Context: an optimization exercise on an open-source flow, tuned for small area, a short achievable clock period and few clock cycles per item. The choices shown serve that exercise and are no tape-out recipe. Power and IR drop assume default switching activity.

## Q
==> module stereo_biquad, before the edit <==
module stereo_biquad (
    input  wire        clk,
    input  wire        rst,           
    input  wire        cfg_we,
    input  wire [2:0]  cfg_addr,
    input  wire [31:0] cfg_wdata,
    input  wire        in_valid,
    output reg         in_ready,
    input  wire [31:0] in_l,
    input  wire [31:0] in_r,
    output reg         out_valid,
    output wire [31:0] out_l,
    output wire [31:0] out_r
);
    localparam [31:0] B0_RST = 32'h3EF65ADD;
    localparam [31:0] B1_RST = 32'h3F765ADD;
    localparam [31:0] B2_RST = 32'h3EF65ADD;
    localparam [31:0] A1_RST = 32'h3F2C0CB9;
    localparam [31:0] A2_RST = 32'h3E815203;
    reg [31:0] b0, b1, b2, a1, a2;
    always @(posedge clk) begin
        if (rst) begin
            b0 <= B0_RST;
            b1 <= B1_RST;
            b2 <= B2_RST;
            a1 <= A1_RST;
            a2 <= A2_RST;
        end else if (cfg_we) begin
            if (cfg_addr == 3'd0) b0 <= cfg_wdata;
            if (cfg_addr == 3'd1) b1 <= cfg_wdata;
            if (cfg_addr == 3'd2) b2 <= cfg_wdata;
            if (cfg_addr == 3'd3) a1 <= cfg_wdata;
            if (cfg_addr == 3'd4) a2 <= cfg_wdata;
        end
    end
    reg rst_q, clr_q;
    always @(posedge clk) begin
        rst_q <= rst;
        clr_q <= cfg_we && (cfg_addr == 3'd5);
    end
    reg  [18:0] slot;
    wire        start = in_valid && !(|slot[8:0]) && !slot[10] && !rst && !rst_q;
    always @(posedge clk) begin
        if (rst_q) slot <= 19'd0;
        else       slot <= {slot[17:0], start};
        in_ready  <= slot[5] && !rst && !rst_q;
        out_valid <= slot[18] && !rst && !rst_q;
    end
    reg [31:0] xl, xr;
    always @(posedge clk) begin
        xl <= in_l;
        xr <= in_r;
    end
    reg [31:0] x1l, x1r, x2l, x2r, y1l, y1r, y2l, y2r;
    assign out_l = y1l;
    assign out_r = y1r;
    wire pend_l = slot[15] | slot[16];    
    wire pend_r = slot[18];
    wire [31:0] mul_a = ({32{slot[0] | slot[2]}} & b0)
                      | ({32{slot[1] | slot[3]}} & b1)
                      | ({32{slot[4] | slot[6]}} & b2)
                      | ({32{slot[7] | slot[9]}} & a1)
                      | ({32{slot[5] | slot[8]}} & a2);
    wire [31:0] mul_b = ({32{slot[0]}} & xl)  | ({32{slot[1]}} & x1l)
                      | ({32{slot[2]}} & xr)  | ({32{slot[3]}} & x1r)
                      | ({32{slot[4]}} & x2l) | ({32{slot[6]}} & x2r)
                      | ({32{slot[7] | (slot[5] & pend_l)}} & y1l)
                      | ({32{slot[5] & !pend_l}} & y2l)
                      | ({32{slot[9] | (slot[8] & pend_r)}} & y1r)
                      | ({32{slot[8] & !pend_r}} & y2r);
    wire [31:0] prod;
    fp32_mul u_mul (.clk(clk), .a(mul_a), .b(mul_b), .y(prod));
    reg [31:0] prod_d, p4l, p4r;
    always @(posedge clk) begin
        prod_d <= prod;
        if (slot[9])  p4l <= prod;
        if (slot[12]) p4r <= prod;
    end
    reg  [31:0] sum_q;
    wire [31:0] add_a = (slot[5] | slot[7]) ? prod_d : sum_q;
    wire [31:0] add_p = slot[14] ? p4l : slot[16] ? p4r : prod;
    wire        neg   = slot[11] | slot[13] | slot[14] | slot[16];
    wire [31:0] sum;
    fp32_add u_add (.clk(clk), .a(add_a), .b({add_p[31] ^ neg, add_p[30:0]}), .y(sum));
    always @(posedge clk) sum_q <= sum;
    always @(posedge clk) begin
        if (rst_q || clr_q) begin
            x1l <= 32'd0; x1r <= 32'd0; x2l <= 32'd0; x2r <= 32'd0;
            y1l <= 32'd0; y1r <= 32'd0; y2l <= 32'd0; y2r <= 32'd0;
        end else begin
            if (slot[6]) begin
                x2l <= x1l; x1l <= xl;
                x2r <= x1r; x1r <= xr;
            end
            if (slot[16]) begin
                y2l <= y1l; y1l <= sum;
            end
            if (slot[18]) begin
                y2r <= y1r; y1r <= sum;
            end
        end
    end
endmodule
Settings: LEC_CHECK=0, CAP_MARGIN=20, CORE_MARGIN=2, CORE_UTILIZATION=40, SLEW_MARGIN=20; clock period 19.0 ns.
standard.sh (not shown) runs the stock make flow with config.mk's settings and CLKGATE_MAP_FILE= SYNTH_SCRIPT=/design/flow/synth_recipe.tcl, a recipe that flattens the netlist after the stock synthesis.
==> flow/flow/run.sh <==
#!/bin/bash
# Standard ORFS layout; repair_timing aims for extra setup slack so the
# design runs faster than the fixed clock constraint requires.
set -euo pipefail
bash standard.sh SETUP_SLACK_MARGIN=14 SLEW_MARGIN=60 CAP_MARGIN=60 finish > orfs_make.log 2>&1
Input changes introduced in S (baseline for comparison: Q):
--- a/flow/design.v
+++ b/flow/design.v
@@ -1223,15 +1223,14 @@
                       | ({32{slot[8] & !pend_r}} & y2r);
     wire [31:0] prod;
     fp32_mul u_mul (.clk(clk), .a(mul_a), .b(mul_b), .y(prod));
-    reg [31:0] prod_d, p4l, p4r;
+    reg [31:0] hold, p4r;
     always @(posedge clk) begin
-        prod_d <= prod;
-        if (slot[9])  p4l <= prod;
+        if (slot[4] | slot[6] | slot[9]) hold <= prod;
         if (slot[12]) p4r <= prod;
     end
     reg  [31:0] sum_q;
-    wire [31:0] add_a = (slot[5] | slot[7]) ? prod_d : sum_q;
-    wire [31:0] add_p = slot[14] ? p4l : slot[16] ? p4r : prod;
+    wire [31:0] add_a = (slot[5] | slot[7]) ? hold : sum_q;
+    wire [31:0] add_p = slot[14] ? hold : slot[16] ? p4r : prod;
     wire        neg   = slot[11] | slot[13] | slot[14] | slot[16];
     wire [31:0] sum;
     fp32_add u_add (.clk(clk), .a(add_a), .b({add_p[31] ^ neg, add_p[30:0]}), .y(sum));
Notes after the runs:
Every stage of the flow completed for S, and the final layout passed the timing, design-rule and antenna checks. From Q to S the numbers moved as follows: share of total power consumed by net switching moved down; setup slack went down 0.0081 ns; minimum clock period now sits higher; pin count of the biggest net entering global routing went up 19. Startpoint of the worst setup timing path = y1l[12]$_SDFFE_PP0P_: S; startpoint of the worst setup timing path = y1r[28]$_SDFFE_PP0P_: Q. Compared with Q, in S synthesized area flat, sequential share of layout area down 0.50 points, maximum clock frequency flat, post-route non-filler standard cell count up 113. Relative to Q, the multi-input logic cell count measured on S has increased by a few percent. Per the comparison of S with Q, initial cell density of the core ~0 delta, global-route wire length before repair +about 2%.
Function was not checked in any run of this note: the RTL went through the layout flow alone.

-- what the ideal ports hide --
In the flow no input, the clock included, has a driving cell. The finished layouts below were timed again as built, in two steps.
Step 1, drivers: a clkbuf_16 drives clk and a buf_2 each remaining input, both assumed.
Step 2 moves the port delays by t, midway between the first and last clock arrival at a register: inputs arrive t later, outputs are due t later. That takes back most of the time a late clock gives input paths.
a / b / c = no drivers / after step 1 / after step 2; a / b = the first two.
run | shift t [ns] | setup slack, ns | slew at the worst register clock pin (ns) | worst data-port slew with drivers (ns)
Q | 0.796 | 13.932 / 13.851 / 13.357 | 0.08 / 0.08 | 0.12
S | 0.788 | 13.923 / 13.846 / 13.331 | 0.08 / 0.08 | 0.08
After both steps every run listed still meets setup and hold. For S, which loses most, drivers alone change the setup slack by -0.077 ns; drivers and shift together by -0.592 ns.
